Context: an optimization exercise on an open-source flow, tuned for small area, a short achievable clock period and few clock cycles. The choices shown serve that exercise and are no tape-out recipe.
RTL that was checked went through simulation tests only; none was proved equivalent to the original.
Only the layout flow was run in run 1; the RTL was not checked for function there.
Power is estimated from default activity; no workload was simulated.

### design/flow/design.v
module mix_core (
    input  wire        clk,
    input  wire        rst,
    output reg         mem_req,
    output reg         mem_we,
    output reg  [11:0] mem_addr,
    output reg  [30:0] mem_wdata,
    input  wire        mem_ack,
    input  wire [30:0] mem_rdata,
    output wire        halted,
    output reg  [2:0]  fault_kind,
    output reg  [13:0] fault_operand,
    output reg  [11:0] pc,
    output reg         ov,
    output reg  [30:0] rA,
    output reg  [30:0] rX,
    output reg  [12:0] rI1,
    output reg  [12:0] rI2,
    output reg  [12:0] rI3,
    output reg  [12:0] rI4,
    output reg  [12:0] rI5,
    output reg  [12:0] rI6
);
    localparam [2:0] F_INDEX     = 3'd1;
    localparam [2:0] F_INDEXSPEC = 3'd2;
    localparam [2:0] F_ARG       = 3'd3;
    localparam [2:0] F_OPCODE    = 3'd4;
    localparam [2:0] P_F0   = 3'd0;   
    localparam [2:0] P_FD   = 3'd1;   
    localparam [2:0] P_R    = 3'd2;   
    localparam [2:0] P_W    = 3'd3;   
    localparam [2:0] P_NF1  = 3'd4;   
    localparam [2:0] P_NF2  = 3'd5;   
    localparam [2:0] P_HALT = 3'd6;
    reg [2:0]  ph;
    reg        halt_q;
    assign halted = halt_q;
    reg [30:0] nb;         
    reg        nb_pcf;     
    reg [5:0]  cur_c;      
    reg [5:0]  cur_f;      
    reg        ex1;        
    reg        ex2;        
    reg        add_c;      
    reg        add_es;     
    wire        n_sign = nb[30];
    wire [11:0] n_addr = nb[29:18];
    wire [5:0]  n_i    = nb[17:12];
    wire [5:0]  n_f    = nb[11:6];
    wire [5:0]  n_c    = nb[5:0];
    wire [2:0]  n_l    = n_f[5:3];
    wire [2:0]  n_r    = n_f[2:0];
    wire n_bad_i = (n_i > 6'd6);
    wire n_bad_f = !((n_r <= 3'd5) && (n_l <= n_r));
    wire n_known = (n_c == 6'd1) || (n_c == 6'd2) || ((n_c >= 6'd8) && (n_c <= 6'd33));
    wire n_half  = ((n_c >= 6'd25) && (n_c <= 6'd30)) || (n_c == 6'd32);
    wire [2:0] n_s = (n_l == 3'd0) ? 3'd1 : n_l;
    wire [2:0] n_k = (n_l == 3'd0 && n_r == 3'd0) ? 3'd0 : (n_r - n_s + 3'd1);
    wire n_bad_k = n_half && (n_k > 3'd2);
    reg [12:0] idx_val;
    always @(*) begin
        case (n_i[2:0])
            3'd1: idx_val = rI1;
            3'd2: idx_val = rI2;
            3'd3: idx_val = rI3;
            3'd4: idx_val = rI4;
            3'd5: idx_val = rI5;
            3'd6: idx_val = rI6;
            default: idx_val = 13'd0;
        endcase
    end
    wire [13:0] addr_tc = n_sign ? -{2'b00, n_addr} : {2'b00, n_addr};
    wire [13:0] idx_tc  = idx_val[12] ? -{2'b00, idx_val[11:0]} : {2'b00, idx_val[11:0]};
    wire [13:0] ea      = addr_tc + idx_tc;
    wire        ea_bad  = ea[13] || (ea[12:0] >= 13'd4000);
    wire early_fault = nb_pcf || n_bad_i || n_bad_f;
    wire any_fault   = early_fault || !n_known || n_bad_k || ea_bad;
    reg [2:0]  d_kind;
    reg [13:0] d_operand;
    always @(*) begin
        if (nb_pcf) begin
            d_kind = F_INDEX;     d_operand = {2'b00, pc};
        end else if (n_bad_i) begin
            d_kind = F_INDEXSPEC; d_operand = {8'd0, n_i};
        end else if (n_bad_f) begin
            d_kind = F_ARG;       d_operand = {8'd0, n_f};
        end else if (!n_known) begin
            d_kind = F_OPCODE;    d_operand = {8'd0, n_c};
        end else if (n_bad_k) begin
            d_kind = F_ARG;       d_operand = {11'd0, n_k};
        end else begin
            d_kind = F_INDEX;     d_operand = ea;
        end
    end
    wire [2:0] c_l = cur_f[5:3];
    wire [2:0] c_r = cur_f[2:0];
    wire       c_l0 = (c_l == 3'd0);
    wire       c_add  = (cur_c == 6'd1);
    wire       c_sub  = (cur_c == 6'd2);
    wire       c_arith = !cur_c[5] && !cur_c[4] && !cur_c[3];
    wire       c_load  = (cur_c[5:3] == 3'd1) || (cur_c[5:3] == 3'd2);
    wire       c_loadn = (cur_c[5:3] == 3'd2);
    wire       c_store = cur_c[5] || (cur_c[4] && cur_c[3]);
    wire       c_stzero = cur_c[5];    
    wire [2:0] c_reg  = cur_c[2:0];
    wire [29:0] fm;
    genvar gi;
    generate
        for (gi = 1; gi <= 5; gi = gi + 1) begin : g_fm
            assign fm[(5 - gi) * 6 +: 6] = {6{(gi >= c_l) && (gi <= c_r)}};
        end
    endgenerate
    function [30:0] shr;
        input [30:0] x;
        input [2:0]  r;
        case (r)
            3'd5: shr = x;
            3'd4: shr = {6'd0,  x[30:6]};
            3'd3: shr = {12'd0, x[30:12]};
            3'd2: shr = {18'd0, x[30:18]};
            3'd1: shr = {24'd0, x[30:24]};
            default: shr = {30'd0, x[30]};
        endcase
    endfunction
    function [29:0] shl;
        input [29:0] x;
        input [2:0]  r;
        case (r)
            3'd5: shl = x;
            3'd4: shl = {x[23:0], 6'd0};
            3'd3: shl = {x[17:0], 12'd0};
            3'd2: shl = {x[11:0], 18'd0};
            3'd1: shl = {x[5:0],  24'd0};
            default: shl = 30'd0;
        endcase
    endfunction
    reg [30:0] st_src;
    always @(*) begin
        if (c_stzero)
            st_src = 31'd0;
        else case (c_reg)
            3'd0: st_src = rA;
            3'd1: st_src = {rI1[12], 18'd0, rI1[11:0]};
            3'd2: st_src = {rI2[12], 18'd0, rI2[11:0]};
            3'd3: st_src = {rI3[12], 18'd0, rI3[11:0]};
            3'd4: st_src = {rI4[12], 18'd0, rI4[11:0]};
            3'd5: st_src = {rI5[12], 18'd0, rI5[11:0]};
            3'd6: st_src = {rI6[12], 18'd0, rI6[11:0]};
            default: st_src = rX;
        endcase
    end
    wire [29:0] st_mask = c_store ? fm : 30'd0;
    wire [29:0] st_sh   = shl(st_src[29:0], c_r) & st_mask;
    wire        st_sgn  = c_store && c_l0;
    wire [30:0] rd_merged = {st_sgn ? st_src[30] : mem_rdata[30],
                             (mem_rdata[29:0] & ~st_mask) | st_sh};
    wire        sa     = c_l0 && rA[30];
    wire        sb     = (c_l0 && mem_wdata[30]) ^ c_sub;
    wire        es     = sa ^ sb;
    wire [30:0] op_a   = {1'b0, rA[29:0] & fm};
    wire [30:0] op_b   = {1'b0, mem_wdata[29:0] & fm};
    wire [31:0] s1     = {1'b0, op_a} + {1'b0, es ? ~op_b : op_b} + {31'd0, es};
    wire [30:0] mag_in = (add_es && !add_c) ? -mem_wdata : mem_wdata;
    wire        mag_sgn = (add_es && !add_c) ? !rA[30] : rA[30];
    wire [30:0] res_pre = ex2 ? mag_in : {1'b0, mem_wdata[29:0] & fm};
    wire [30:0] res     = shr(res_pre, c_r);
    wire        res_zero = (res == 31'd0);
    wire        ld_sgn  = (c_l0 && mem_wdata[30]) ^ (c_loadn && c_l0);
    wire        ad_sgn  = c_l0 ? (mag_sgn && !res_zero) : (add_es && !add_c && !res_zero);
    wire [30:0] ld_word = {ld_sgn, res[29:0]};
    wire [12:0] ld_half = {ld_sgn, res[11:0]};
    wire [11:0] pc_inc   = pc + 12'd1;
    wire        no_fetch = (pc >= 12'd3999);
    wire decode = ((ph == P_FD) && mem_ack) || (ph == P_NF2);
    always @(posedge clk) begin
        if (rst) begin
            ph      <= P_F0;
            halt_q  <= 1'b0;
            mem_req <= 1'b1;
            mem_we  <= 1'b0;
            mem_addr <= 12'd0;
            pc      <= 12'd0;
            nb_pcf  <= 1'b0;
            ex1     <= 1'b0;
            ex2     <= 1'b0;
            ov      <= 1'b0;
            rA      <= 31'd0;
            rX      <= 31'd0;
            rI1     <= 13'd0;
            rI2     <= 13'd0;
            rI3     <= 13'd0;
            rI4     <= 13'd0;
            rI5     <= 13'd0;
            rI6     <= 13'd0;
        end else begin
            ex1 <= 1'b0;
            ex2 <= 1'b0;
            if (ex1) begin
                if (c_load) begin
                    case (c_reg)
                        3'd0: rA  <= ld_word;
                        3'd1: rI1 <= ld_half;
                        3'd2: rI2 <= ld_half;
                        3'd3: rI3 <= ld_half;
                        3'd4: rI4 <= ld_half;
                        3'd5: rI5 <= ld_half;
                        3'd6: rI6 <= ld_half;
                        default: rX <= ld_word;
                    endcase
                end else begin
                    mem_wdata <= s1[30:0];
                    add_c     <= s1[31];
                    add_es    <= es;
                    ex2       <= 1'b1;
                end
            end
            if (ex2) begin
                rA <= {ad_sgn, res[29:0]};
                if (res[30])
                    ov <= 1'b1;
            end
            case (ph)
                P_F0: begin
                    if (mem_ack) begin
                        nb       <= mem_rdata;
                        mem_addr <= pc_inc;
                        ph       <= P_FD;
                    end
                end
                P_R: begin
                    if (mem_ack) begin
                        mem_wdata <= rd_merged;
                        if (c_store) begin
                            mem_we <= 1'b1;
                            ph     <= P_W;
                        end else begin
                            ex1 <= 1'b1;
                            if (no_fetch || nb_pcf) begin
                                mem_req <= 1'b0;
                                ph      <= P_NF1;
                            end else begin
                                mem_addr <= pc_inc;
                                ph       <= P_FD;
                            end
                        end
                    end
                end
                P_W: begin
                    if (mem_ack) begin
                        mem_we <= 1'b0;
                        if (mem_addr == pc)
                            nb <= mem_wdata;
                        if (no_fetch || nb_pcf) begin
                            mem_req <= 1'b0;
                            ph      <= P_NF1;
                        end else begin
                            mem_addr <= pc_inc;
                            ph       <= P_FD;
                        end
                    end
                end
                P_NF1: ph <= P_NF2;
                default: ;
            endcase
            if (decode) begin
                fault_kind    <= d_kind;
                fault_operand <= d_operand;
                cur_c         <= n_c;
                cur_f         <= n_f;
                if (ph == P_FD)
                    nb <= mem_rdata;
                else
                    nb_pcf <= 1'b1;
                if (!early_fault)
                    pc <= pc_inc;
                if (any_fault) begin
                    mem_req <= 1'b0;
                    halt_q  <= 1'b1;
                    ph      <= P_HALT;
                end else begin
                    mem_req  <= 1'b1;
                    mem_addr <= ea[11:0];
                    ph       <= P_R;
                end
            end
        end
    end
endmodule
### design/flow/run.sh
#!/bin/bash
# synth_recipe.tcl (not shown) runs the flow's synth.tcl, then flattens the netlist and writes it again
# the make line also repeats each setting of config.mk as NAME=value (left out here)
make -C /OpenROAD-flow-scripts/flow DESIGN_CONFIG=/design/flow/config.mk WORK_HOME=/design/flow/orfs CLKGATE_MAP_FILE= SYNTH_SCRIPT=/design/flow/synth_recipe.tcl finish
### design/flow/config.mk
export PLATFORM = sky130hd
export DESIGN_NAME = mix_core
export DESIGN_NICKNAME = mix_core
export VERILOG_FILES = /design/flow/design.v
export SDC_FILE = /design/flow/constraint.sdc
export NUM_CORES = 4
export LEC_CHECK = 0
export CAP_MARGIN = 20
export CORE_MARGIN = 2
export CORE_UTILIZATION = 40
export PLACE_DENSITY = 0.6
export SLEW_MARGIN = 20
### design/flow/constraint.sdc
create_clock -name core_clock -period 10.0 [get_ports {clk}]
set_input_delay 2.0000 -clock core_clock [delete_from_list [all_inputs] [get_ports {clk}]]
set_output_delay 2.0000 -clock core_clock [all_outputs]
set_load 0.01 [all_outputs]
==> impl_metrics.json, run 1 <==
{
  "grt.total_usage": 0.313,
  "cts_buffers": 31,
  "final_max_slew_viol_count": 0,
  "combPwrFrac": 0.210,
  "synth_ff_type": "dfxtp_1",
  "synthTopCellsByArea": "dfxtp_1 (19%), edfxtp_1 (15%), nor2_1 (6.4%)",
  "port_buffers": 249,
  "crit_path_start": "nb[12]$_DFFE_PN_",
  "fin_area_sq_um": 22800,
  "placed_cells": 3063,
  "yosysWarnings": 1,
  "critPathMaxStageDelay_ns": 0.83,
  "timing.final.crit_share": 0.634,
  "peakVddDrop_mv": 0.104,
  "max_cap_viol_count": 0,
  "slew_headroom": 0.169,
  "power_density_nw_per_um2": 137,
  "grt_pass1_wl_microns": 115000,
  "cts_tree": "done",
  "rsz0062_at_grt": "no",
  "async_reset_ff_frac": 0,
  "grt_max_degree": 89,
  "r2r_end": "mem_addr[11]$_SDFF_PP0_",
  "wl_per_cell_microns": 25.2,
  "via_per_inst": 6.19,
  "diodes": 0,
  "cts_root_buffer": "clkbuf_16",
  "syn_area_sq_um": 18700,
  "critPathSlowestCell": "nor4_4",
  "clk_pin_slew_worst_paths_ns": 0.06,
  "hold_violations": 0,
  "reg2reg_from": "nb[12]$_DFFE_PN_",
  "rows": 79,
  "fmax_mhz": 158,
  "avgSynthCellArea_sq_um": 8.01,
  "synth_top_area_share": 0.186,
  "r2r_slack_ns": 3.66,
  "antenna_found_initial": 2,
  "wl_microns": 78700,
  "p_clk_frac": 0.388,
  "cp_cell_sequence": "buf_4 -> mux2_2 -> a221oi_1 -> ha_1 -> nor2_1 -> a21oi_1 -> fa_1 -> a21o_1 -> a21oi_1 -> o21bai_1 -> a2111oi_0 -> o311ai_0 -> o31ai_1 -> xor2_1 -> o31ai_1 -> nor4_4 -> mux2_2 -> nor2_1",
  "cts_sinks": 267,
  "yosysTopAreaCell": "dfxtp_1",
  "fin_cells": 3121,
  "crit_required_ns": 10.55,
  "dpl.hpwl_microns": 58700,
  "cts_buffer_depth": 3,
  "status": "timing/DRC/antenna clean",
  "drc": 0,
  "ctsResizeCount": 0,
  "yosysUniqueCellTypes": 82,
  "vias": 19300,
  "worst_pin_slew_ns": 1.21,
  "worst_setup_path_start_kind": "register",
  "postCtsHoldBufs": 0,
  "fin_nets": 2578,
  "cp.arrival_ns": 6.89,
  "gr-total-overflow": 0,
  "drive_gt1_frac": 0.0708,
  "final-setup-viol-count": 0,
  "die_h_microns": 220,
  "total_leakage_power_nw": 7.94,
  "die_w_microns": 220,
  "dpl_cell_area_sq_um": 21700,
  "synth_edf_count": 93,
  "first_global_vias": 17700,
  "die_area_sq_um": 48500,
  "synthesis.nets": 2423,
  "cp-end-kind": "register",
  "finalCriticalPeriod_ns": 6.34,
  "p_sw_mw": 0.990,
  "ys_seq_elements": 267,
  "swShare": 0.316,
  "ys_seq_area_frac": 0.335,
  "gp_congestion": 0.970,
  "skew_ns": 0.0277,
  "tns_ns": 0,
  "rr_worst_depth": 18,
  "drtAntennaViolNets": 0,
  "critPathKind": "register to register",
  "area_delta_synth_final_pct": 22.1,
  "intPower_mw": 2.14,
  "post-route-util": 0.493,
  "path_max_fanout": 34,
  "io_pins": 250,
  "cts_setup_buffers": 0,
  "coreArea_sq_um": 46400,
  "start_util": 0.404,
  "hold_class": "register to register",
  "drtPass1Iterations": 7,
  "htree_levels": 1,
  "clk_latency_ns": 0.61,
  "power_frac_seq": 0.402,
  "endpoint": "mem_addr[11]$_SDFF_PP0_",
  "drt_iter0_markers": 2550,
  "synthCells": 2335
}
## state kept, by name (all words and copies together), names as in the netlist, 14 cells and up
name	cells
fault_operand	14
mem_wdata	31
nb	31
rA	31
rX	31
## cell usage in the layout (no fill, tap or decap), types with 51 or more instances in the layout
master / n
edfxtp_1: 93
o21ai_0: 153
ha_1: 52
a211oi_1: 119
buf_4: 53
dfxtp_1: 174
nand2_1: 260
clkdlybuf4s50_1: 248
a21oi_1: 165
nor3_1: 51
xnor2_1: 87
mux2i_1: 91
nor2_1: 317
## worst min-delay path by stage
stage / from / endpoint / slack [ns] / depth (start not counted)
after floorplan: rX[26]$_SDFFE_PP0P_ / rX[26]$_SDFFE_PP0P_ / 0.49 / 2
after global placement: rA[28]$_SDFFE_PP0P_ / rA[28]$_SDFFE_PP0P_ / 0.48 / 2
after detailed placement: rX[25]$_SDFFE_PP0P_ / rX[25]$_SDFFE_PP0P_ / 0.47 / 2
after CTS: rX[25]$_SDFFE_PP0P_ / rX[25]$_SDFFE_PP0P_ / 0.49 / 2
after global routing: halt_q$_SDFFE_PP0P_ / halt_q$_SDFFE_PP0P_ / 0.52 / 1
final: rX[25]$_SDFFE_PP0P_ / rX[25]$_SDFFE_PP0P_ / 0.49 / 2
## synth_stat cells, drive strengths merged (6+ instances only)
| library cell | n |
|---|---|
| nor2b | 15 |
| o21bai | 9 |
| a31oi | 30 |
| nor2 | 320 |
| a211oi | 122 |
| dfxtp | 174 |
| or3 | 15 |
| xor2 | 33 |
| o21a | 7 |
| a211o | 7 |
| clkbuf | 163 |
| nor3 | 56 |
| o21ai | 157 |
| a21oi | 165 |
| a22oi | 31 |
| a22o | 16 |
| mux4 | 6 |
| mux2 | 29 |
| o22ai | 16 |
| a2111oi | 8 |
| nand3 | 43 |
| nand4 | 12 |
| buf | 18 |
| nor4 | 12 |
| a2bb2oi | 8 |
| o221ai | 8 |
| a221oi | 40 |
| and2 | 29 |
| o31ai | 16 |
| xnor2 | 87 |
| ha | 52 |
| a221o | 6 |
| mux2i | 91 |
| inv | 39 |
| nand2 | 260 |
| edfxtp | 93 |
| o211ai | 13 |
| and3 | 25 |
| nand2b | 17 |
| a21o | 22 |
## kinds of logic (layout without fill, tap and decap cells)
| group | after synthesis | count (layout) | synth area share |
|---|---|---|---|
| fa+ha+maj | 54 | 54 | 0.0369 |
| buf+inv | 221 | 400 | 0.0456 |
| xor+xnor | 120 | 120 | 0.0562 |
| simple gates | 825 | 825 | 0.197 |
| flops | 267 | 267 | 0.335 |
| mux | 126 | 126 | 0.0734 |
| compound gates | 722 | 722 | 0.256 |
## power by group through the flow
stage	Sequential [mW]	Combinational (mW)	Clock (mW)
2_1_floorplan	1.23	0.443	0
3_3_place_gp	1.27	0.632	0
3_5_place_dp	1.27	0.644	0
4_1_cts	1.25	0.646	1.23
5_1_grt	1.26	0.718	1.27
6_report	1.26	0.659	1.21
## area by class of cell
| cell class | instances | area, sq um |
|---|---|---|
| clock buffers | 46 | 966 |
| flip-flops and latches | 267 | 6280 |
| repair buffers | 303 | 2910 |
| multi-input cells | 1847 | 11700 |
| well taps | 607 | 759 |
| fillers | 4528 | 23500 |
| clock inverters | 11 | 130 |
| inverters | 40 | 150 |
## routing by layer
metal | wire (microns) | global-route usage | part of all wire
met1 | 34100 | 0.444 | 0.43
met2 | 34100 | 0.475 | 0.43
met3 | 7680 | 0.0617 | 0.098
met4 | 2810 | 0.104 | 0.036
met5 | 0 | 0 | 0
## stage by stage
step / hold WS, ns / setup slack [ns] / total power, mW
floorplan: 0.493 / 4.89 / 1.68
global placement: 0.477 / 3.98 / 1.91
detailed placement: 0.474 / 3.77 / 1.92
CTS: 0.486 / 3.74 / 3.13
global route: 0.516 / 3.27 / 3.24
finish: 0.489 / 3.66 / 3.13
## worst max-delay path, delay by kind of cell, from the launching register on
kind                     cells  cell delay, ns
AO/OA/AOI/OAI                9            2.73
AND/OR/NAND/NOR              3            1.01
adder cells (fa/ha/maj)      2            0.81
multiplexers                 2            0.80
buffers and inverters        1            0.36
flip-flops                   1            0.32
XOR/XNOR                     1            0.23
==> inputs of run 2 (changes only) <==
--- a/design/flow/design.v
+++ b/design/flow/design.v
@@ -39,8 +39,11 @@
     reg        nb_pcf;     
+    reg [13:0] idx_q;      
     reg [5:0]  cur_c;      
-    reg [5:0]  cur_f;      
+    reg [2:0]  cur_r;      
+    reg        cur_l0;     
+    reg [4:0]  cur_fm;     
     reg        ex1;        
     reg        ex2;        
-    reg        add_c;      
     reg        add_es;     
+    reg        add_s;      
     wire        n_sign = nb[30];
@@ -59,17 +62,10 @@
     wire n_bad_k = n_half && (n_k > 3'd2);
-    reg [12:0] idx_val;
-    always @(*) begin
-        case (n_i[2:0])
-            3'd1: idx_val = rI1;
-            3'd2: idx_val = rI2;
-            3'd3: idx_val = rI3;
-            3'd4: idx_val = rI4;
-            3'd5: idx_val = rI5;
-            3'd6: idx_val = rI6;
-            default: idx_val = 13'd0;
-        endcase
-    end
-    wire [13:0] addr_tc = n_sign ? -{2'b00, n_addr} : {2'b00, n_addr};
-    wire [13:0] idx_tc  = idx_val[12] ? -{2'b00, idx_val[11:0]} : {2'b00, idx_val[11:0]};
-    wire [13:0] ea      = addr_tc + idx_tc;
+    wire [4:0] n_fm;
+    genvar gi;
+    generate
+        for (gi = 1; gi <= 5; gi = gi + 1) begin : g_nfm
+            assign n_fm[5 - gi] = (gi >= n_l) && (gi <= n_r);
+        end
+    endgenerate
+    wire [13:0] ea      = idx_q + ({2'b00, n_addr} ^ {14{n_sign}}) + {13'd0, n_sign};
     wire        ea_bad  = ea[13] || (ea[12:0] >= 13'd4000);
@@ -94,8 +90,3 @@
     end
-    wire [2:0] c_l = cur_f[5:3];
-    wire [2:0] c_r = cur_f[2:0];
-    wire       c_l0 = (c_l == 3'd0);
-    wire       c_add  = (cur_c == 6'd1);
-    wire       c_sub  = (cur_c == 6'd2);
-    wire       c_arith = !cur_c[5] && !cur_c[4] && !cur_c[3];
+    wire       c_sub   = (cur_c[1:0] == 2'd2);
     wire       c_load  = (cur_c[5:3] == 3'd1) || (cur_c[5:3] == 3'd2);
@@ -105,9 +96,4 @@
     wire [2:0] c_reg  = cur_c[2:0];
-    wire [29:0] fm;
-    genvar gi;
-    generate
-        for (gi = 1; gi <= 5; gi = gi + 1) begin : g_fm
-            assign fm[(5 - gi) * 6 +: 6] = {6{(gi >= c_l) && (gi <= c_r)}};
-        end
-    endgenerate
+    wire [29:0] fm = {{6{cur_fm[4]}}, {6{cur_fm[3]}}, {6{cur_fm[2]}},
+                      {6{cur_fm[1]}}, {6{cur_fm[0]}}};
     function [30:0] shr;
@@ -151,22 +137,44 @@
     end
-    wire [29:0] st_mask = c_store ? fm : 30'd0;
-    wire [29:0] st_sh   = shl(st_src[29:0], c_r) & st_mask;
-    wire        st_sgn  = c_store && c_l0;
-    wire [30:0] rd_merged = {st_sgn ? st_src[30] : mem_rdata[30],
-                             (mem_rdata[29:0] & ~st_mask) | st_sh};
-    wire        sa     = c_l0 && rA[30];
-    wire        sb     = (c_l0 && mem_wdata[30]) ^ c_sub;
-    wire        es     = sa ^ sb;
+    wire [29:0] rd_keep = c_store ? ~fm : fm;
+    wire [29:0] st_sh   = c_store ? (shl(st_src[29:0], cur_r) & fm) : 30'd0;
+    wire        st_sgn  = c_store && cur_l0;
+    wire [30:0] rd_word = {st_sgn ? st_src[30] : mem_rdata[30],
+                           (mem_rdata[29:0] & rd_keep) | st_sh};
+    wire        rd_es   = (cur_l0 && (rA[30] ^ mem_rdata[30])) ^ c_sub;
+    wire        sa     = cur_l0 && rA[30];
     wire [30:0] op_a   = {1'b0, rA[29:0] & fm};
-    wire [30:0] op_b   = {1'b0, mem_wdata[29:0] & fm};
-    wire [31:0] s1     = {1'b0, op_a} + {1'b0, es ? ~op_b : op_b} + {31'd0, es};
-    wire [30:0] mag_in = (add_es && !add_c) ? -mem_wdata : mem_wdata;
-    wire        mag_sgn = (add_es && !add_c) ? !rA[30] : rA[30];
-    wire [30:0] res_pre = ex2 ? mag_in : {1'b0, mem_wdata[29:0] & fm};
-    wire [30:0] res     = shr(res_pre, c_r);
+    wire [30:0] op_b   = {1'b0, mem_wdata[29:0]} ^ {31{add_es}};
+    wire [31:0] y0     = {1'b0, op_a} + {1'b0, op_b};
+    wire [30:0] p      = op_a ^ op_b;
+    wire [31:0] allp;
+    assign allp[0] = 1'b1;
+    generate
+        for (gi = 1; gi <= 31; gi = gi + 1) begin : g_allp
+            assign allp[gi] = allp[gi - 1] & p[gi - 1];
+        end
+    endgenerate
+    wire [30:0] y1     = p ^ ((y0[30:0] ^ p) | allp[30:0]);
+    wire        ge     = y0[31] | allp[31];           
+    wire [30:0] mag    = !add_es ? y0[30:0] : (ge ? y1 : ~y0[30:0]);
+    wire        mag_s  = sa ^ (add_es && !ge);
+    wire [30:0] res      = shr({ex2 && mem_wdata[30], mem_wdata[29:0]}, cur_r);
     wire        res_zero = (res == 31'd0);
-    wire        ld_sgn  = (c_l0 && mem_wdata[30]) ^ (c_loadn && c_l0);
-    wire        ad_sgn  = c_l0 ? (mag_sgn && !res_zero) : (add_es && !add_c && !res_zero);
-    wire [30:0] ld_word = {ld_sgn, res[29:0]};
-    wire [12:0] ld_half = {ld_sgn, res[11:0]};
+    wire        ld_sgn   = cur_l0 && (mem_wdata[30] ^ c_loadn);
+    wire [30:0] ld_word  = {ld_sgn, res[29:0]};
+    wire [12:0] ld_half  = {ld_sgn, res[11:0]};
+    reg [12:0] idx_sm;
+    always @(*) begin
+        if (ex1 && c_load && (c_reg == n_i[2:0]) && (n_i[2:0] != 3'd0))
+            idx_sm = ld_half;
+        else case (n_i[2:0])
+            3'd1: idx_sm = rI1;
+            3'd2: idx_sm = rI2;
+            3'd3: idx_sm = rI3;
+            3'd4: idx_sm = rI4;
+            3'd5: idx_sm = rI5;
+            3'd6: idx_sm = rI6;
+            default: idx_sm = 13'd0;
+        endcase
+    end
+    wire [13:0] idx_tc = idx_sm[12] ? -{2'b00, idx_sm[11:0]} : {2'b00, idx_sm[11:0]};
     wire [11:0] pc_inc   = pc + 12'd1;
@@ -175,2 +183,3 @@
     always @(posedge clk) begin
+        idx_q <= idx_tc;
         if (rst) begin
@@ -210,5 +219,4 @@
                 end else begin
-                    mem_wdata <= s1[30:0];
-                    add_c     <= s1[31];
-                    add_es    <= es;
+                    mem_wdata <= mag;
+                    add_s     <= mag_s;
                     ex2       <= 1'b1;
@@ -217,3 +225,3 @@
             if (ex2) begin
-                rA <= {ad_sgn, res[29:0]};
+                rA <= {add_s && !res_zero, res[29:0]};
                 if (res[30])
@@ -231,3 +239,4 @@
                     if (mem_ack) begin
-                        mem_wdata <= rd_merged;
+                        mem_wdata <= rd_word;
+                        add_es    <= rd_es;
                         if (c_store) begin
@@ -268,3 +277,6 @@
                 cur_c         <= n_c;
-                cur_f         <= n_f;
+                cur_r         <= n_r;
+                cur_l0        <= (n_l == 3'd0);
+                cur_fm        <= n_fm;
+                mem_addr      <= ea[11:0];
                 if (ph == P_FD)
@@ -281,3 +293,2 @@
                     mem_req  <= 1'b1;
-                    mem_addr <= ea[11:0];
                     ph       <= P_R;
==> design/flow/flow/run.sh (new file) <==
#!/bin/bash
set -euo pipefail
cd "$(dirname "$0")/.."
MARGIN=$(cat flow/margin.txt 2>/dev/null || echo 5)
bash standard.sh \
  "BUFFER_PORTS_ARGS=-buffer_cell sky130_fd_sc_hd__buf_1" \
  "SETUP_SLACK_MARGIN=${MARGIN}" \
  finish > standard_make.log 2>&1
==> design/flow/flow/margin.txt (new file) <==
7
==> design/flow/standard.sh (new file) <==
#!/bin/bash
# synth_recipe.tcl (not shown) runs the flow's synth.tcl, then flattens the netlist and writes it again
# the make line also repeats each setting of config.mk as NAME=value (left out here)
make -C /OpenROAD-flow-scripts/flow DESIGN_CONFIG=/design/flow/config.mk WORK_HOME=/design/flow/orfs CLKGATE_MAP_FILE= SYNTH_SCRIPT=/design/flow/synth_recipe.tcl "${@:-finish}"
--- a/design/flow/config.mk
+++ b/design/flow/config.mk
@@ -12 +12,2 @@
 export SLEW_MARGIN = 20
+export TNS_END_PERCENT = 100
removed: design/flow/run.sh
==> run 2 against run 1 <==
  * Still clean
  * Die area is 5.8% higher
  * Clock power is 6% higher
  * Largest power group is now combinational cells
  * Synthesized area rose by 5.9%
  * Largest cell class unchanged
  * Combinational power increased to 3.4 times the previous value
  * Count of clock-buffer cells in the layout grew 4
==> impl_metrics.json, run 2 <==
{
  "port_buffers": 249,
  "die_area_sq_um": 51300,
  "fillers": 4125,
  "drt_iter0_markers": 3160,
  "wl_microns": 94000,
  "start_util": 0.405,
  "synth_ff_type": "dfxtp_1",
  "timing.final.crit_share": 0.352,
  "cts_buffers": 35,
  "vias": 23000,
  "ys_seq_elements": 284,
  "dpl.hpwl_microns": 61300,
  "cts_sinks": 284,
  "htree_levels": 2,
  "final_cell_mix": "buf_4 (364), nor2_1 (276), nand2_1 (237)",
  "async_reset_ff_frac": 0,
  "power_frac_seq": 0.293,
  "status": "timing/DRC/antenna clean",
  "critPathKind": "register to register",
  "finalCriticalPeriod_ns": 3.52,
  "worst_setup_path_start_kind": "register",
  "peakVddDrop_mv": 0.125,
  "die_w_microns": 227,
  "multi_input_area_sq_um": 13900,
  "synthesis.nets": 2516,
  "wl_per_cell_microns": 26.0,
  "path_max_fanout": 8,
  "postCtsHoldBufs": 0,
  "clk_latency_ns": 0.57,
  "cts_buffer_depth": 3,
  "hold_class": "register to register",
  "power_density_nw_per_um2": 172,
  "syn_area_sq_um": 19800,
  "final-setup-viol-count": 0,
  "clk_pin_slew_worst_paths_ns": 0.06,
  "cts_tree": "done",
  "yosysWarnings": 1,
  "cts_root_buffer": "clkbuf_16",
  "drive_gt1_frac": 0.400,
  "coreArea_sq_um": 49000,
  "grt.total_usage": 0.347,
  "yosysTopAreaCell": "dfxtp_1",
  "area_delta_synth_final_pct": 47.3,
  "grt_max_degree": 78,
  "drtAntennaViolNets": 0,
  "slew_headroom": 0.346,
  "cp.arrival_ns": 3.81,
  "synthCells": 2430,
  "drtPass1Iterations": 7,
  "antenna_found_initial": 8,
  "cp-end-kind": "register",
  "yosys-top-cells-count": "nor2_1 (291), nand2_1 (246), a21oi_1 (207)",
  "gp_congestion": 1.03,
  "post-synth-top-count-cell": "nor2_1",
  "yosysUniqueCellTypes": 98,
  "p_total_mw": 5.02,
  "synth_top_area_share": 0.190,
  "io_pins": 250,
  "synthTopCellsByArea": "dfxtp_1 (19%), edfxtp_1 (15%), nor2_1 (5.5%)",
  "avgSynthCellArea_sq_um": 8.16,
  "die_h_microns": 227,
  "intPower_mw": 3.02,
  "grt_pass1_wl_microns": 134000,
  "fmax_mhz": 284,
  "rsz0062_at_grt": "yes",
  "combPwrFrac": 0.453,
  "drc": 0,
  "seqCellArea_sq_um": 7080,
  "worst_pin_slew_ns": 0.973,
  "total_leakage_power_nw": 11.4,
  "final_max_slew_viol_count": 0,
  "via_per_inst": 6.34,
  "first_global_vias": 20900,
  "final_common_cell": "buf_4",
  "fin_nets": 3018,
  "p_sw_mw": 2.00,
  "hold_violations": 0,
  "gr-total-overflow": 0,
  "tns_ns": 0,
  "ys_seq_area_frac": 0.335,
  "rows": 81,
  "crit_required_ns": 10.29,
  "max_cap_viol_count": 0,
  "p_clk_frac": 0.254,
  "skew_ns": 0.0302,
  "synth_edf_count": 96,
  "swShare": 0.398
}
==> run 2: cell types whose count changed in the layout (fill, tap and decap cells not counted), moves of 33 or more <==
cell and delta:
a211oi_1 -36, a22oi_2 +33, buf_1 +38, buf_4 +311
buf_6 +222, clkdlybuf4s50_1 -248, dfxtp_1 -154, dfxtp_2 +77
dfxtp_4 +91, ha_1 -37, nor2_1 -41, o21ai_0 -71
o21ai_1 +45, xnor2_1 -46
==> run 2: metrics by stage <==
stage               worst slack (ns)   util  hold WS [ns]  instances  instance area, sq um
floorplan                       6.49      -         0.424       2430                 20500
global placement                5.67  0.439         0.459       3173                 21500
detailed placement              5.58  0.439         0.477       3173                 21500
CTS                             6.52  0.559         0.488       3525                 27300
global route                    6.42  0.597         0.497       3620                 29200
finish                          6.48  0.597         0.486       3620                 29200
==> run 2: timing repair <==
| item | CTS | global route |
|---|---|---|
| setup buffers | 284 | 91 |
| pin swaps | 65 | 74 |
| resized for setup | 770 | 249 |
| setup endpoints to repair | 500 | 407 |
| gates cloned | 8 | 2 |
==> run 2: final cells by class <==
type | instances | area share
Multi-Input combinational cell | 1892 | 0.477
Sequential cell | 284 | 0.243
Timing Repair Buffer | 674 | 0.208
Clock buffer | 50 | 0.0337
Tap cell | 664 | 0.0284
Inverter | 45 | 0.00638
Clock inverter | 10 | 0.00398
Antenna cell | 1 | 0.0000857
==> run 2: path summary, 6_finish.rpt <==
kind / end / depth (start not counted) / slack (ns) / startpoint
worst max-delay path: mem_wdata[6]$_DFFE_PN_ / 16 / 6.48 / add_es$_DFFE_PP_
worst min-delay path: mem_addr[6]$_SDFFE_PP0P_ / 2 / 0.49 / mem_addr[6]$_SDFFE_PP0P_
worst max register to register: mem_wdata[6]$_DFFE_PN_ / 16 / 6.48 / add_es$_DFFE_PP_
worst min register to register: mem_addr[6]$_SDFFE_PP0P_ / 2 / 0.49 / mem_addr[6]$_SDFFE_PP0P_
==> run 2: critical path: stages, from the launching register on <==
cell and delay (ns):
edfxtp_1 0.44, buf_6 0.18, buf_16 0.17, xor2_2 0.15, ha_1 0.31, buf_4 0.15, nand3_4 0.10, o211ai_4 0.12
a211o_4 0.37, and3_4 0.20, o21ai_4 0.19, buf_12 0.15, buf_4 0.11, a21oi_1 0.03, o31a_1 0.26, xor2_1 0.21
a21oi_1 0.09
==> run 2: power groups by stage <==
| stage | clock network [mW] | registers (mW) | logic [mW] |
|---|---|---|---|
| 2_1_floorplan | 0 | 1.45 | 1.19 |
| 3_3_place_gp | 0 | 1.55 | 1.52 |
| 3_5_place_dp | 0 | 1.55 | 1.54 |
| 4_1_cts | 1.28 | 1.47 | 1.92 |
| 5_1_grt | 1.32 | 1.48 | 2.39 |
| 6_report | 1.28 | 1.47 | 2.27 |
==> run 2: metal layers <==
| layer | vias up | share of wire | routed length, microns | GRT usage |
|---|---|---|---|---|
| met5 | - | 0.00071 | 67 | 0 |
| met4 | 10 | 0.068 | 6400 | 0.200 |
| met3 | 404 | 0.11 | 10800 | 0.0827 |
| met2 | 1617 | 0.43 | 40400 | 0.520 |
| met1 | 11000 | 0.39 | 36400 | 0.455 |
| li1 | 9931 | - | - | - |
==> run 2: cells by family after synthesis <==
group / Yosys count / share of synthesized area
compound gates: 786 / 0.271
xor+xnor: 131 / 0.0583
fa+ha+maj: 52 / 0.0336
buf+inv: 259 / 0.0542
flops: 284 / 0.335
mux: 113 / 0.0639
simple gates: 805 / 0.183
Testbench counts of run 2, summed over its fixed seeds: cycles 74,140.
==> inputs of run 3 (changes only) <==
==> design/flow/flow/margin.txt (replaced) <==
6
==> run 3 against run 2 <==
  * Routed wire length decreased by 9.1%
  * Via count decreased by 11%
  * Register-to-register slack got worse by 0.41 ns
  * Non-clock buffer count decreased by 354
  * Clock power about the same
  * Clock skew about the same
  * Synthesized area unchanged
  * Largest cell class unchanged
==> impl_metrics.json, run 3 <==
{
  "status": "timing/DRC/antenna clean",
  "synth-compound-area-share": 0.271,
  "path_max_fanout": 21,
  "start_util": 0.405,
  "fillers": 4848,
  "clk_latency_ns": 0.57,
  "final_max_slew_viol_count": 0,
  "drt_iter0_markers": 2614,
  "drive_gt1_frac": 0.0854,
  "gp_congestion": 1.02,
  "area_delta_synth_final_pct": 13.7,
  "first_global_vias": 18600,
  "final_common_cell": "nor2_1",
  "dpl.hpwl_microns": 62400,
  "synthesis.nets": 2516,
  "grt_pass1_wl_microns": 123000,
  "path_buf_inv": 0,
  "antenna_found_initial": 3,
  "via_per_inst": 6.26,
  "syn_area_sq_um": 19800,
  "reg2reg_from": "mem_wdata[18]$_DFFE_PN_",
  "critPathKind": "register to register",
  "yosys-top-cells-count": "nor2_1 (291), nand2_1 (246), a21oi_1 (207)",
  "dpl_cell_area_sq_um": 21100,
  "timing.final.crit_share": 0.393,
  "port_buffers": 249,
  "die_w_microns": 227,
  "cts_sinks": 284,
  "skew_ns": 0.0305,
  "max_cap_viol_count": 0,
  "clk_pin_slew_worst_paths_ns": 0.07,
  "hold_class": "register to register",
  "die_area_sq_um": 51300,
  "final-setup-viol-count": 0,
  "r2r_end": "mem_wdata[3]$_DFFE_PN_",
  "cts_buffers": 35,
  "post-synth-top-count-cell": "nor2_1",
  "critPathSlowestCell": "edfxtp_1",
  "drtAntennaViolNets": 0,
  "htree_levels": 2,
  "cts_root_buffer": "clkbuf_16",
  "rsz0062_at_grt": "no",
  "vias": 20400,
  "coreArea_sq_um": 49000,
  "finalCriticalPeriod_ns": 3.93,
  "multi_input_area_sq_um": 12200,
  "post_synth_mux_area_share": 0.0639,
  "hp-start": "rX[28]$_SDFFE_PP0P_",
  "worst_pin_slew_ns": 1.15,
  "synthTopCellsByArea": "dfxtp_1 (19%), edfxtp_1 (15%), nor2_1 (5.5%)",
  "crit_required_ns": 10.28,
  "yosysUniqueCellTypes": 98,
  "synth_top_area_share": 0.190,
  "ys_seq_area_frac": 0.335,
  "cp_top_family": "compound AO/OA/AOI/OAI gates",
  "rr_worst_depth": 11,
  "seqCellArea_sq_um": 6650,
  "cts_buffer_depth": 3,
  "tns_ns": 0,
  "synth_ff_type": "dfxtp_1",
  "drtPass1Iterations": 6,
  "fin_nets": 2659,
  "slew_headroom": 0.231,
  "hold_violations": 0,
  "cp_cell_sequence": "xor2_1 -> ha_1 -> a21oi_1 -> o21ai_0 -> a21o_1 -> a2111oi_4 -> a21o_4 -> mux2i_1 -> xnor2_1 -> a211o_1 -> o21ai_1",
  "drc": 0,
  "fin_area_sq_um": 22500,
  "avgSynthCellArea_sq_um": 8.16,
  "r2r_slack_ns": 6.07,
  "fmax_mhz": 254,
  "yosysWarnings": 1,
  "synth_edf_count": 96,
  "synthSimpleGateAreaFrac": 0.183,
  "die_h_microns": 227,
  "wl_per_cell_microns": 26.2,
  "worst_setup_path_start_kind": "register",
  "grt.total_usage": 0.321,
  "final_cell_mix": "nor2_1 (287), buf_1 (247), nand2_1 (244)",
  "cts_tree": "done",
  "holdPathStages": 2,
  "power_density_nw_per_um2": 193,
  "async_reset_ff_frac": 0,
  "yosysTopAreaCell": "dfxtp_1",
  "synth_xor_area_frac": 0.0583,
  "gr-total-overflow": 0,
  "worstHoldEndpoint": "rX[28]$_SDFFE_PP0P_",
  "peakVddDrop_mv": 0.122,
  "rows": 81,
  "synthCells": 2430,
  "grt_max_degree": 90,
  "synth_top_family_by_area": "compound AO/OA/AOI/OAI gates",
  "cp-end-kind": "register",
  "io_pins": 250,
  "critPathMaxStageDelay_ns": 0.65,
  "ys_seq_elements": 284,
  "cp.arrival_ns": 4.21,
  "total_leakage_power_nw": 8.10,
  "synth-adder-area-share": 0.0336,
  "wl_microns": 85500
}
==> run 3: how the worst max path moves through the flow <==
stage,depth (start not counted),slack [ns],from,to
3_3_place_gp,8,5.50,mem_ack,pc[11]$_SDFFE_PP0P_
5_1_grt,11,6.01,mem_wdata[18]$_DFFE_PN_,mem_wdata[3]$_DFFE_PN_
6_report,11,6.07,mem_wdata[18]$_DFFE_PN_,mem_wdata[3]$_DFFE_PN_
2_1_floorplan,5,6.03,rst,ph[2]$_SDFFE_PP0P_
3_5_place_dp,8,5.44,mem_ack,pc[11]$_SDFFE_PP0P_
4_1_cts,14,6.01,add_es$_DFFE_PP_,mem_wdata[28]$_DFFE_PN_
==> run 3: cells by family (layout without fill, tap and decap cells) <==
logic type,after synthesis,count (layout)
AOI/OAI and AO/OA,786,786
other,0,1
adders and majority gates,52,52
buffers and inverters,259,429
and+or+nand+nor,805,805
DFF,284,284
muxes,113,113
xor gates and xnor gates,131,131
==> run 3: cell type report <==
class | instances | area share
antenna | 1 | 0.000111
multi-input combinational | 1887 | 0.542
clock buffer | 50 | 0.0459
inverter | 45 | 0.00750
clock inverter | 14 | 0.00455
sequential | 284 | 0.295
tap | 664 | 0.0369
timing repair buffer | 320 | 0.0681
==> run 3: what timing repair did <==
action	CTS	global route
buffers inserted	7	17
cloned	0	2
hold buffers	0	0
resized for setup	5	8
pin swaps	2	1
endpoints found under the setup margin	27	23
==> run 3: per-layer routing <==
metal	routed length, microns	GRT usage
met1	35400	0.442
met2	37700	0.486
met3	8900	0.0693
met4	3470	0.129
met5	24	0
==> run 3: stage by stage <==
step	worst slack [ns]	std cells	util	total power [mW]	hold slack [ns]
floorplan	6.03	2430	-	2.55	0.424
global placement	5.50	3174	0.431	3.01	0.457
detailed placement	5.44	3174	0.431	3.03	0.474
CTS	6.01	3245	0.456	4.31	0.482
global route	6.01	3264	0.460	4.54	0.503
finish	6.07	3265	0.460	4.35	0.485
==> run 3: where the power goes <==
| group | internal [mW] | switching [mW] |
|---|---|---|
| clock network | 0.729 | 0.549 |
| registers | 1.34 | 0.181 |
| logic | 0.538 | 1.01 |
==> run 3: worst reg2reg max path, stage by stage, from the launching register on <==
cell and delay [ns]:
edfxtp_1 0.65, xor2_1 0.26, ha_1 0.43, a21oi_1 0.26, o21ai_0 0.23, a21o_1 0.28, a2111oi_4 0.48, a21o_4 0.38
mux2i_1 0.32, xnor2_1 0.16, a211o_1 0.14, o21ai_1 0.05
==> inputs of run 4 (changes only) <==
==> design/flow/run.sh (new file) <==
#!/bin/bash
# synth_recipe.tcl (not shown) runs the flow's synth.tcl, then flattens the netlist and writes it again
# the make line also repeats each setting of config.mk as NAME=value (left out here)
make -C /OpenROAD-flow-scripts/flow DESIGN_CONFIG=/design/flow/config.mk WORK_HOME=/design/flow/orfs CLKGATE_MAP_FILE= SYNTH_SCRIPT=/design/flow/synth_recipe.tcl finish
--- a/design/flow/config.mk
+++ b/design/flow/config.mk
@@ -12,2 +12 @@
 export SLEW_MARGIN = 20
-export TNS_END_PERCENT = 100
removed: design/flow/flow/run.sh
removed: design/flow/flow/margin.txt
removed: design/flow/standard.sh
==> run 4 against run 3 <==
  * Synthesized cell count unchanged
  * Non-clock buffer count fell by 13
  * Count of clock-buffer cells in the layout decreased by 4
  * Sequential cell count is the same
  * Cell count decreased by 0.55%
  * Routed wire length up 2.2%
  * Die area is the same
  * Clock skew down 0.016 ns
  * Worst hold slack better by 0.0016 ns
  * Sequential power about the same
  * Highest routed layer unchanged
==> impl_metrics.json, run 4 <==
{
  "skew_ns": 0.0150,
  "die_w_microns": 227,
  "grt.total_usage": 0.334,
  "power_frac_seq": 0.352,
  "ctsResizeCount": 0,
  "area_delta_synth_final_pct": 19.9,
  "grt_max_degree": 77,
  "synth_ff_type": "dfxtp_1",
  "combPwrFrac": 0.376,
  "yosysUniqueCellTypes": 98,
  "via_per_inst": 6.31,
  "ys_seq_elements": 284,
  "cts_root_buffer": "clkbuf_16",
  "cts_buffer_depth": 3,
  "cts_setup_buffers": 0,
  "die_h_microns": 227,
  "ys_seq_area_frac": 0.335,
  "post-route-util": 0.486,
  "tns_ns": 0,
  "intPower_mw": 2.59,
  "hold_violations": 0,
  "p_clk_frac": 0.272,
  "rr_worst_depth": 14,
  "gr-total-overflow": 0,
  "power_density_nw_per_um2": 181,
  "total_leakage_power_nw": 8.53,
  "final_cell_mix": "nor2_1 (288), clkdlybuf4s50_1 (248), nand2_1 (245)",
  "cts_sinks": 284,
  "fin_nets": 2645,
  "die_area_sq_um": 51300,
  "yosys-top-cells-count": "nor2_1 (291), nand2_1 (246), a21oi_1 (207)",
  "io_pins": 250,
  "timing.final.crit_share": 0.454,
  "drive_gt1_frac": 0.0728,
  "coreArea_sq_um": 49000,
  "clk_pin_slew_worst_paths_ns": 0.06,
  "cp.arrival_ns": 4.84,
  "path_max_fanout": 64,
  "clk_latency_ns": 0.55,
  "worst_pin_slew_ns": 1.08,
  "grt_pass1_wl_microns": 128000,
  "holdPathStages": 2,
  "gp_congestion": 0.942,
  "avgSynthCellArea_sq_um": 8.16,
  "synthesis.nets": 2516,
  "vias": 20500,
  "hp-start": "rX[27]$_SDFFE_PP0P_",
  "setup_slack_ns": 5.46,
  "critPathKind": "register to register",
  "status": "timing/DRC/antenna clean",
  "synthTopCellsByArea": "dfxtp_1 (19%), edfxtp_1 (15%), nor2_1 (5.5%)",
  "rsz0062_at_grt": "no",
  "wl_microns": 87400,
  "worstHoldEndpoint": "rX[27]$_SDFFE_PP0P_",
  "cts_tree": "done",
  "reg2reg_from": "add_es$_DFFE_PP_",
  "final_common_cell": "nor2_1",
  "drtAntennaViolNets": 0,
  "hold_class": "register to register",
  "swShare": 0.399,
  "rows": 81,
  "start_util": 0.405,
  "crit_required_ns": 10.30,
  "synthCells": 2430,
  "htree_levels": 2,
  "drtPass1Iterations": 10,
  "final-setup-viol-count": 0,
  "wl_per_cell_microns": 26.9,
  "fmax_mhz": 220,
  "r2r_end": "mem_wdata[28]$_DFFE_PN_",
  "final_max_slew_viol_count": 0,
  "drc": 0,
  "post-synth-top-count-cell": "nor2_1",
  "max_cap_viol_count": 0,
  "synth_edf_count": 96,
  "slew_headroom": 0.277,
  "yosysWarnings": 1,
  "worst_setup_path_start_kind": "register",
  "postCtsHoldBufs": 0,
  "finalCriticalPeriod_ns": 4.54,
  "peakVddDrop_mv": 0.0985,
  "dpl.hpwl_microns": 64700,
  "port_buffers": 249,
  "first_global_vias": 18900,
  "p_sw_mw": 1.72,
  "synth_top_area_share": 0.190,
  "antenna_found_initial": 4,
  "r2r_slack_ns": 5.46,
  "syn_area_sq_um": 19800,
  "async_reset_ff_frac": 0,
  "cp-end-kind": "register",
  "drt_iter0_markers": 2934,
  "cts_buffers": 34,
  "yosysTopAreaCell": "dfxtp_1",
  "dp_slack_ns": 5.26
}
run 4: power groups by stage:
| stage | Combinational [mW] | Sequential (mW) | Clock, mW |
|---|---|---|---|
| floorplan | 1.11 | 1.44 | 0 |
| global placement | 1.56 | 1.53 | 0 |
| detailed placement | 1.58 | 1.53 | 0 |
| CTS | 1.58 | 1.51 | 1.19 |
| global route | 1.75 | 1.52 | 1.23 |
| finish | 1.62 | 1.52 | 1.17 |
run 4: layout make-up:
cell class	instances	area, sq um
fillers	4717	25200
multi-input cells	1887	12200
flip-flops and latches	284	6650
repair buffers	307	2940
clock buffers	46	947
well taps	664	831
inverters	45	169
clock inverters	13	68.8
diodes	1	2.50
run 4: layer usage:
metal / vias up / part of all wire / global-route usage
met1: 10000 / 0.43 / 0.473
met5: - / 0.00013 / 0
li1: 9165 / - / -
met4: 2 / 0.031 / 0.106
met3: 157 / 0.097 / 0.0649
met2: 1158 / 0.44 / 0.511
run 4: worst max path at each step:
| stage | cells past startpoint | slack (ns) | start | endpoint |
|---|---|---|---|---|
| after detailed placement | 8 | 5.26 | mem_ack | mem_wdata[22]$_DFFE_PN_ |
| after global routing | 14 | 5.25 | add_es$_DFFE_PP_ | mem_wdata[28]$_DFFE_PN_ |
| after CTS | 12 | 5.53 | add_es$_DFFE_PP_ | mem_wdata[24]$_DFFE_PN_ |
| after floorplan | 4 | 5.52 | mem_ack | cur_c[0]$_DFFE_PP_ |
| after global placement | 7 | 5.39 | mem_ack | nb[30]$_DFFE_PN_ |
| final | 14 | 5.46 | add_es$_DFFE_PP_ | mem_wdata[28]$_DFFE_PN_ |
run 4: kinds of logic (layout without fill, tap and decap cells):
family                   Yosys count  in the layout  share of synthesized area
adder cells (fa/ha/maj)           52             52                     0.0336
multiplexers                     113            113                     0.0639
buffers and inverters            259            411                     0.0542
AND/OR/NAND/NOR                  805            805                      0.183
AO/OA/AOI/OAI                    786            786                      0.271
XOR/XNOR                         131            131                     0.0583
flip-flops                       284            284                      0.335
other                              0              1                          0
run 4: stage by stage:
| stage | hold slack, ns | power, mW | instance area [sq um] | instances |
|---|---|---|---|---|
| 4_1_cts | 0.487 | 4.29 | 23700 | 3245 |
| 3_3_place_gp | 0.474 | 3.09 | 22700 | 3186 |
| 6_report | 0.487 | 4.31 | 23800 | 3247 |
| 2_1_floorplan | 0.424 | 2.55 | 19800 | 2430 |
| 3_5_place_dp | 0.470 | 3.11 | 22700 | 3186 |
| 5_1_grt | 0.504 | 4.50 | 23800 | 3247 |
run 4: worst max-delay path: stages, from the launching register on:
cell and delay, ns:
edfxtp_1 0.32, buf_4 0.71, xor2_1 0.22, ha_1 0.22
inv_1 0.07, fa_1 0.45, nor2b_1 0.17, o31a_1 0.32
o2111ai_1 0.30, a41oi_1 0.55, o211ai_2 0.24, nand3_1 0.13
o221ai_1 0.13, a211o_1 0.33, o311a_1 0.12
==> inputs of run 5 (changes only) <==
--- a/design/flow/design.v
+++ b/design/flow/design.v
@@ -45,3 +45,5 @@
     reg        ex1;        
+    reg        exn;        
     reg        ex2;        
+    reg [2:0]  ex_r;       
     reg        add_es;     
@@ -144,18 +146,9 @@
     wire        sa     = cur_l0 && rA[30];
-    wire [30:0] op_a   = {1'b0, rA[29:0] & fm};
-    wire [30:0] op_b   = {1'b0, mem_wdata[29:0]} ^ {31{add_es}};
-    wire [31:0] y0     = {1'b0, op_a} + {1'b0, op_b};
-    wire [30:0] p      = op_a ^ op_b;
-    wire [31:0] allp;
-    assign allp[0] = 1'b1;
-    generate
-        for (gi = 1; gi <= 31; gi = gi + 1) begin : g_allp
-            assign allp[gi] = allp[gi - 1] & p[gi - 1];
-        end
-    endgenerate
-    wire [30:0] y1     = p ^ ((y0[30:0] ^ p) | allp[30:0]);
-    wire        ge     = y0[31] | allp[31];           
-    wire [30:0] mag    = !add_es ? y0[30:0] : (ge ? y1 : ~y0[30:0]);
-    wire        mag_s  = sa ^ (add_es && !ge);
-    wire [30:0] res      = shr({ex2 && mem_wdata[30], mem_wdata[29:0]}, cur_r);
+    wire        inv    = !ex1 || add_es;
+    wire [29:0] fm_a   = ex1 ? fm : 30'd0;
+    wire [30:0] op_a   = {1'b0, rA[29:0] & fm_a};
+    wire [30:0] op_b   = {ex1 ? 1'b0 : mem_wdata[30], mem_wdata[29:0]} ^ {31{inv}};
+    wire [31:0] sum    = {1'b0, op_a} + {1'b0, op_b} + {31'd0, inv};
+    wire        neg    = add_es && !sum[31];          
+    wire [30:0] res      = shr({ex2 && mem_wdata[30], mem_wdata[29:0]}, ex_r);
     wire        res_zero = (res == 31'd0);
@@ -193,2 +186,3 @@
             ex1     <= 1'b0;
+            exn     <= 1'b0;
             ex2     <= 1'b0;
@@ -205,2 +199,3 @@
             ex1 <= 1'b0;
+            exn <= 1'b0;
             ex2 <= 1'b0;
@@ -219,7 +214,12 @@
                 end else begin
-                    mem_wdata <= mag;
-                    add_s     <= mag_s;
-                    ex2       <= 1'b1;
+                    mem_wdata <= sum[30:0];
+                    add_s     <= sa ^ neg;
+                    exn       <= neg;
+                    ex2       <= !neg;
                 end
             end
+            if (exn) begin
+                mem_wdata <= sum[30:0];
+                ex2       <= 1'b1;
+            end
             if (ex2) begin
@@ -241,2 +241,3 @@
                         add_es    <= rd_es;
+                        ex_r      <= cur_r;
                         if (c_store) begin
@@ -271,2 +272,3 @@
                 P_NF1: ph <= P_NF2;
+                P_HALT: halt_q <= 1'b1;
                 default: ;
@@ -289,3 +291,3 @@
                     mem_req <= 1'b0;
-                    halt_q  <= 1'b1;
+                    halt_q  <= !exn;
                     ph      <= P_HALT;
==> design/flow/flow/run.sh (new file) <==
#!/bin/bash
set -euo pipefail
cd "$(dirname "$0")/.."
MARGIN=$(cat flow/margin.txt 2>/dev/null || echo 5)
bash standard.sh \
  "BUFFER_PORTS_ARGS=-buffer_cell sky130_fd_sc_hd__buf_1" \
  "SETUP_SLACK_MARGIN=${MARGIN}" \
  finish > standard_make.log 2>&1
==> design/flow/flow/margin.txt (new file) <==
6
==> design/flow/standard.sh (new file) <==
#!/bin/bash
# synth_recipe.tcl (not shown) runs the flow's synth.tcl, then flattens the netlist and writes it again
# the make line also repeats each setting of config.mk as NAME=value (left out here)
make -C /OpenROAD-flow-scripts/flow DESIGN_CONFIG=/design/flow/config.mk WORK_HOME=/design/flow/orfs CLKGATE_MAP_FILE= SYNTH_SCRIPT=/design/flow/synth_recipe.tcl "${@:-finish}"
--- a/design/flow/config.mk
+++ b/design/flow/config.mk
@@ -7,2 +7,3 @@
 export LEC_CHECK = 0
+export ABC_AREA = 1
 export CAP_MARGIN = 20
@@ -12 +13,2 @@
 export SLEW_MARGIN = 20
+export TNS_END_PERCENT = 100
removed: design/flow/run.sh
==> run 5 against run 4 <==
  * Still clean
  * Design area is 5.4% lower
  * First-iteration DRC count fell by 22%
  * Worst hold slack got worse by 0.0043 ns
  * Global-route usage up 1.9 points
  * Non-clock buffer count fell by 24
  * Critical path depth is 3 higher
  * Largest cell class unchanged
  * Highest routed layer is now met4
==> impl_metrics.json, run 5 <==
{
  "cp.arrival_ns": 4.03,
  "timing.hold.ws_ns": 0.482,
  "power_frac_seq": 0.426,
  "yosys-top-cells-count": "nand2_1 (880), inv_1 (361), o21ai_0 (304)",
  "fin_nets": 3351,
  "drive_gt1_frac": 0.0462,
  "grt_pass1_wl_microns": 133000,
  "finalCriticalPeriod_ns": 3.74,
  "post-synth-top-count-cell": "nand2_1",
  "synthCells": 3070,
  "rsz0062_at_grt": "no",
  "die_w_microns": 227,
  "worst_setup_path_start_kind": "register",
  "final_common_cell": "nand2_1",
  "critPathMaxStageDelay_ns": 0.48,
  "path_common_cell": "nand2_1",
  "via_per_inst": 5.64,
  "cts_root_buffer": "clkbuf_16",
  "critPathSlowestCell": "dfxtp_2",
  "drt_iter0_markers": 2292,
  "slew_headroom": 0.278,
  "vias": 22300,
  "grt_util_met2": 0.554,
  "worst_pin_slew_ns": 1.08,
  "total_leakage_power_nw": 9.99,
  "drtAntennaViolNets": 0,
  "critPathKind": "register to register",
  "path_max_fanout": 31,
  "grt.total_usage": 0.353,
  "timing.final.crit_share": 0.374,
  "cts_buffers": 35,
  "final-setup-viol-count": 0,
  "antenna_found_initial": 1,
  "clk_latency_ns": 0.58,
  "clk_pin_slew_worst_paths_ns": 0.06,
  "p_clk_frac": 0.404,
  "gp_congestion": 1.01,
  "use_met3": 0.0560,
  "cp_cell_sequence": "inv_2 -> or2_1 -> buf_4 -> xor2_1 -> fa_1 -> inv_1 -> nand2_1 -> a21oi_1 -> nand2_1 -> nand2_1 -> nand3_1 -> nand2_1 -> nand3_1 -> nand3_1 -> nand3_1 -> nand2_1 -> o21ai_0",
  "intPower_mw": 2.14,
  "global_route.peak_usage_layer": "met2",
  "drc": 0,
  "synth_edf_count": 99,
  "synthTopCellsByArea": "dfxtp_1 (19%), nand2_1 (17%), edfxtp_1 (15%)",
  "port_buffers": 249,
  "dpl_cell_area_sq_um": 21300,
  "seqCellArea_sq_um": 6760,
  "area_delta_synth_final_pct": 13.5,
  "die_area_sq_um": 51300,
  "combPwrFrac": 0.170,
  "cts_tree": "done",
  "fillers": 5244,
  "rows": 81,
  "multi_input_area_sq_um": 11100,
  "wl_per_cell_microns": 23.4,
  "ys_seq_area_frac": 0.341,
  "drtPass1Iterations": 6,
  "grtUsageMet1": 0.474,
  "tns_ns": 0,
  "dp_slack_ns": 5.22,
  "fmax_mhz": 267,
  "gr-total-overflow": 0,
  "cts_buffer_depth": 3,
  "final_cell_mix": "nand2_1 (880), inv_1 (359), o21ai_0 (304)",
  "wl_microns": 92400,
  "synth_top_area_share": 0.191,
  "die_h_microns": 227,
  "start_util": 0.405,
  "p_sw_mw": 1.02,
  "yosysWarnings": 1,
  "io_pins": 250,
  "cp-end-kind": "register",
  "crit_required_ns": 10.29,
  "ys_seq_elements": 288,
  "synth_ff_type": "dfxtp_1",
  "setup_slack_ns": 6.26,
  "yosysUniqueCellTypes": 53,
  "yosysTopAreaCell": "dfxtp_1",
  "swShare": 0.323,
  "skew_ns": 0.0250,
  "peakVddDrop_mv": 0.104,
  "coreArea_sq_um": 49000,
  "fin_area_sq_um": 22500,
  "status": "timing/DRC/antenna clean",
  "htree_levels": 2,
  "grt_max_degree": 138,
  "hold_violations": 0,
  "final_max_slew_viol_count": 0,
  "syn_area_sq_um": 19800,
  "max_cap_viol_count": 0,
  "synthesis.nets": 3155,
  "avgSynthCellArea_sq_um": 6.45,
  "dpl.hpwl_microns": 71400,
  "hold_class": "register to register",
  "power_density_nw_per_um2": 141,
  "first_global_vias": 20400,
  "async_reset_ff_frac": 0,
  "cts_sinks": 288
}
## run 5: cell count changes in the layout (fill, tap and decap cells not counted), sizes merged, moves of 120 or more
cell | before | now
inv | 45 | 379
clkdlybuf4s50 | 248 | 0
nand2 | 247 | 888
o21ai | 145 | 314
nand3 | 58 | 178
buf | 59 | 283
## run 5: stage by stage
stage               cells  power [mW]   util
global placement     3887        1.89  0.435
floorplan            3070        1.69      -
global route         3956        3.28  0.459
finish               3957        3.17  0.459
detailed placement   3887        1.89  0.435
CTS                  3951        3.16  0.458
## run 5: final timing paths
path,from,to,slack [ns],cells past startpoint
worst min-delay path,rX[22]$_SDFFE_PP0P_,rX[22]$_SDFFE_PP0P_,0.48,2
worst min register to register,rX[22]$_SDFFE_PP0P_,rX[22]$_SDFFE_PP0P_,0.48,2
worst max-delay path,ex1$_SDFF_PP0_,mem_wdata[30]$_DFFE_PN_,6.26,17
worst max register to register,ex1$_SDFF_PP0_,mem_wdata[30]$_DFFE_PN_,6.26,17
## run 5: timing repair
action | CTS | global route
gates resized for setup | 2 | 3
buffers inserted | 0 | 5
endpoints found under the hold margin | 0 | 0
gates cloned | 1 | 0
hold buffers | 0 | 0
setup endpoints to repair | 33 | 21
## run 5: power groups by stage
| stage | clock (mW) | combinational [mW] | sequential [mW] |
|---|---|---|---|
| global placement | 0 | 0.517 | 1.37 |
| floorplan | 0 | 0.356 | 1.33 |
| global route | 1.33 | 0.598 | 1.35 |
| finish | 1.28 | 0.538 | 1.35 |
| detailed placement | 0 | 0.520 | 1.37 |
| CTS | 1.29 | 0.525 | 1.35 |
## run 5: final cells by class
type                            count  share of cell area
Sequential cell                   288               0.300
Multi-Input combinational cell   2272               0.494
Tap cell                          664              0.0369
Clock inverter                     12             0.00490
Inverter                          386              0.0648
Clock buffer                       51              0.0457
Timing Repair Buffer              283              0.0531
Antenna cell                        1            0.000111
## run 5: kinds of logic (layout without fill, tap and decap cells)
| logic type | count (synthesis) | after routing | synth area share |
|---|---|---|---|
| AOI/OAI and AO/OA | 715 | 715 | 0.195 |
| xor gates and xnor gates | 75 | 75 | 0.0332 |
| other | 0 | 1 | 0 |
| buffers and inverters | 511 | 732 | 0.101 |
| adders and majority gates | 51 | 51 | 0.0330 |
| DFF | 288 | 288 | 0.341 |
| and+or+nand+nor | 1430 | 1431 | 0.298 |
## run 5: per-layer routing
layer / wire [microns] / up-vias / share of wire
met1: 39100 / 10600 / 0.42
met5: 0 / - / 0
met4: 4800 / 0 / 0.052
met2: 41000 / 1055 / 0.44
li1: - / 10500 / -
met3: 7490 / 173 / 0.081
## run 5: critical path: cells and delay by family (launching register included)
kind	cells	cell delay [ns]
AO/OA/AOI/OAI	2	0.42
buffers and inverters	3	0.42
flip-flops	1	0.48
XOR/XNOR	1	0.24
adder cells (fa/ha/maj)	1	0.42
AND/OR/NAND/NOR	10	1.46
Testbench counts of run 5, summed over its fixed seeds: cycles 74,146.
==> inputs of run 6 (changes only) <==
==> design/flow/flow/margin.txt (replaced) <==
6.5
==> run 6 against run 5 <==
  * First-iteration DRC count increased by 17%
  * Critical path depth decreased by 16
  * Combinational power increased by 2%
  * Critical path type is now register to output pin
  * Highest routed layer is now met5
==> impl_metrics.json, run 6 <==
{
  "status": "timing/DRC/antenna clean",
  "diodes": 0,
  "r2r_slack_ns": 6.55,
  "final_cell_mix": "nand2_1 (878), inv_1 (359), o21ai_0 (301)",
  "cts_sinks": 288,
  "crit_required_ns": 8.00,
  "critPathKind": "register to output pin",
  "post-synth-top-count-cell": "nand2_1",
  "drc": 0,
  "global_route.peak_usage_layer": "met2",
  "total_leakage_power_nw": 10.0,
  "gr-total-overflow": 0,
  "synth_top_area_share": 0.191,
  "antenna_found_initial": 1,
  "final-setup-viol-count": 0,
  "final_common_cell": "nand2_1",
  "io_pins": 250,
  "timing.final.crit_share": 0.353,
  "die_w_microns": 227,
  "slew_headroom": 0.241,
  "grt_max_degree": 126,
  "die_h_microns": 227,
  "async_reset_ff_frac": 0,
  "yosysWarnings": 1,
  "drtAntennaViolNets": 0,
  "coreArea_sq_um": 49000,
  "yosys-top-cells-count": "nand2_1 (880), inv_1 (361), o21ai_0 (304)",
  "wl_microns": 90800,
  "fillers": 5217,
  "fmax_mhz": 283,
  "area_delta_synth_final_pct": 14.1,
  "synthTopCellsByArea": "dfxtp_1 (19%), nand2_1 (17%), edfxtp_1 (15%)",
  "max_cap_viol_count": 0,
  "first_global_vias": 20500,
  "syn_area_sq_um": 19800,
  "cts_buffers": 36,
  "grtUsageMet1": 0.464,
  "skew_ns": 0.0209,
  "cp-end-kind": "output pin",
  "holdPathStages": 2,
  "yosysUniqueCellTypes": 53,
  "worst_pin_slew_ns": 1.14,
  "use_met3": 0.0618,
  "drt_iter0_markers": 2672,
  "drtPass1Iterations": 6,
  "worst_setup_path_start_kind": "register",
  "final_max_slew_viol_count": 0,
  "setup_slack_ns": 6.47,
  "cp_cell_sequence": "buf_1",
  "cts_buffer_depth": 3,
  "gp_congestion": 1.08,
  "grt_pass1_wl_microns": 132000,
  "htree_levels": 2,
  "ys_seq_elements": 288,
  "cts_root_buffer": "clkbuf_16",
  "critPathSlowestCell": "edfxtp_1",
  "clk_pin_slew_worst_paths_ns": 0.07,
  "avgSynthCellArea_sq_um": 6.45,
  "critPathMaxStageDelay_ns": 0.77,
  "dp_slack_ns": 5.41,
  "start_util": 0.405,
  "rsz0062_at_grt": "yes",
  "power_density_nw_per_um2": 142,
  "hold_class": "register to register",
  "vias": 22400,
  "synth_ff_type": "dfxtp_1",
  "rows": 81,
  "yosysTopAreaCell": "dfxtp_1",
  "grt_util_met2": 0.536,
  "synthesis.nets": 3155,
  "dpl.hpwl_microns": 70100
}
-- run 6: area by class of cell --
cell class / count / area share
multi-input combinational: 2272 / 0.493
inverter: 386 / 0.0644
clock inverter: 13 / 0.00575
sequential: 288 / 0.299
clock buffer: 51 / 0.0455
timing repair buffer: 290 / 0.0560
tap: 664 / 0.0367
-- run 6: what timing repair did --
| action | in CTS | in global routing |
|---|---|---|
| pin swaps | 2 | 1 |
| setup buffers | 2 | 13 |
| endpoints found under the setup margin | 205 | 142 |
| hold buffers | 0 | 0 |
| hold endpoints to repair | 0 | 0 |
| resized for setup | 10 | 13 |
| gates cloned | 1 | 0 |
-- run 6: cell families (layout without fill, tap and decap cells) --
kind of cell / count (synthesis) / in the layout / synth area share
and+or+nand+nor: 1430 / 1431 / 0.298
AOI/OAI and AO/OA: 715 / 715 / 0.195
xor gates and xnor gates: 75 / 75 / 0.0332
DFF: 288 / 288 / 0.341
buffers and inverters: 511 / 740 / 0.101
adders and majority gates: 51 / 51 / 0.0330
-- run 6: through the flow --
| stage | cells | hold slack, ns | util | area (sq um) | power, mW |
|---|---|---|---|---|---|
| 2_1_floorplan | 3070 | 0.455 | - | 19800 | 1.69 |
| 3_3_place_gp | 3884 | 0.461 | 0.434 | 21300 | 1.88 |
| 3_5_place_dp | 3884 | 0.484 | 0.434 | 21300 | 1.89 |
| 4_1_cts | 3951 | 0.492 | 0.459 | 22500 | 3.19 |
| 5_1_grt | 3964 | 0.514 | 0.462 | 22600 | 3.32 |
| 6_report | 3964 | 0.492 | 0.462 | 22600 | 3.20 |
-- run 6: routing by layer --
| metal | vias up | share of wire | routed length [microns] |
|---|---|---|---|
| met1 | 10500 | 0.41 | 37600 |
| met5 | - | 0.00014 | 13 |
| met4 | 2 | 0.059 | 5380 |
| li1 | 10500 | - | - |
| met2 | 1193 | 0.44 | 39600 |
| met3 | 196 | 0.091 | 8220 |
-- run 6: power by group --
group          total, mW  switching [mW]  internal, mW  leakage [nW]
Sequential          1.34          0.0782          1.26          2.48
Combinational      0.551           0.389         0.162          7.00
Clock               1.31           0.536         0.771         0.564
Total               3.20            1.00          2.20          10.0
-- run 6: worst min-delay path: cells and delay by family (launching register included) --
kind | cells | cell delay (ns)
compound gates | 1 | 0.06
buf+inv | 1 | 0.08
flops | 1 | 0.31
-- run 6: path summary, 6_finish.rpt --
kind / from / endpoint
worst max register to register: ex1$_SDFF_PP0_ / mem_wdata[30]$_DFFE_PN_
worst min register to register: rX[23]$_SDFFE_PP0P_ / rX[23]$_SDFFE_PP0P_
worst max-delay path: mem_wdata[27]$_DFFE_PN_ / mem_wdata[27]
worst min-delay path: rX[23]$_SDFFE_PP0P_ / rX[23]$_SDFFE_PP0P_

Setup slack of run 6, layout unchanged: 6.467 ns with ideal ports, 6.403 ns with driving cells assumed (clock clkbuf_16, inputs buf_2), 6.043 ns with port delays also shifted by the 0.603 ns mid clock arrival.
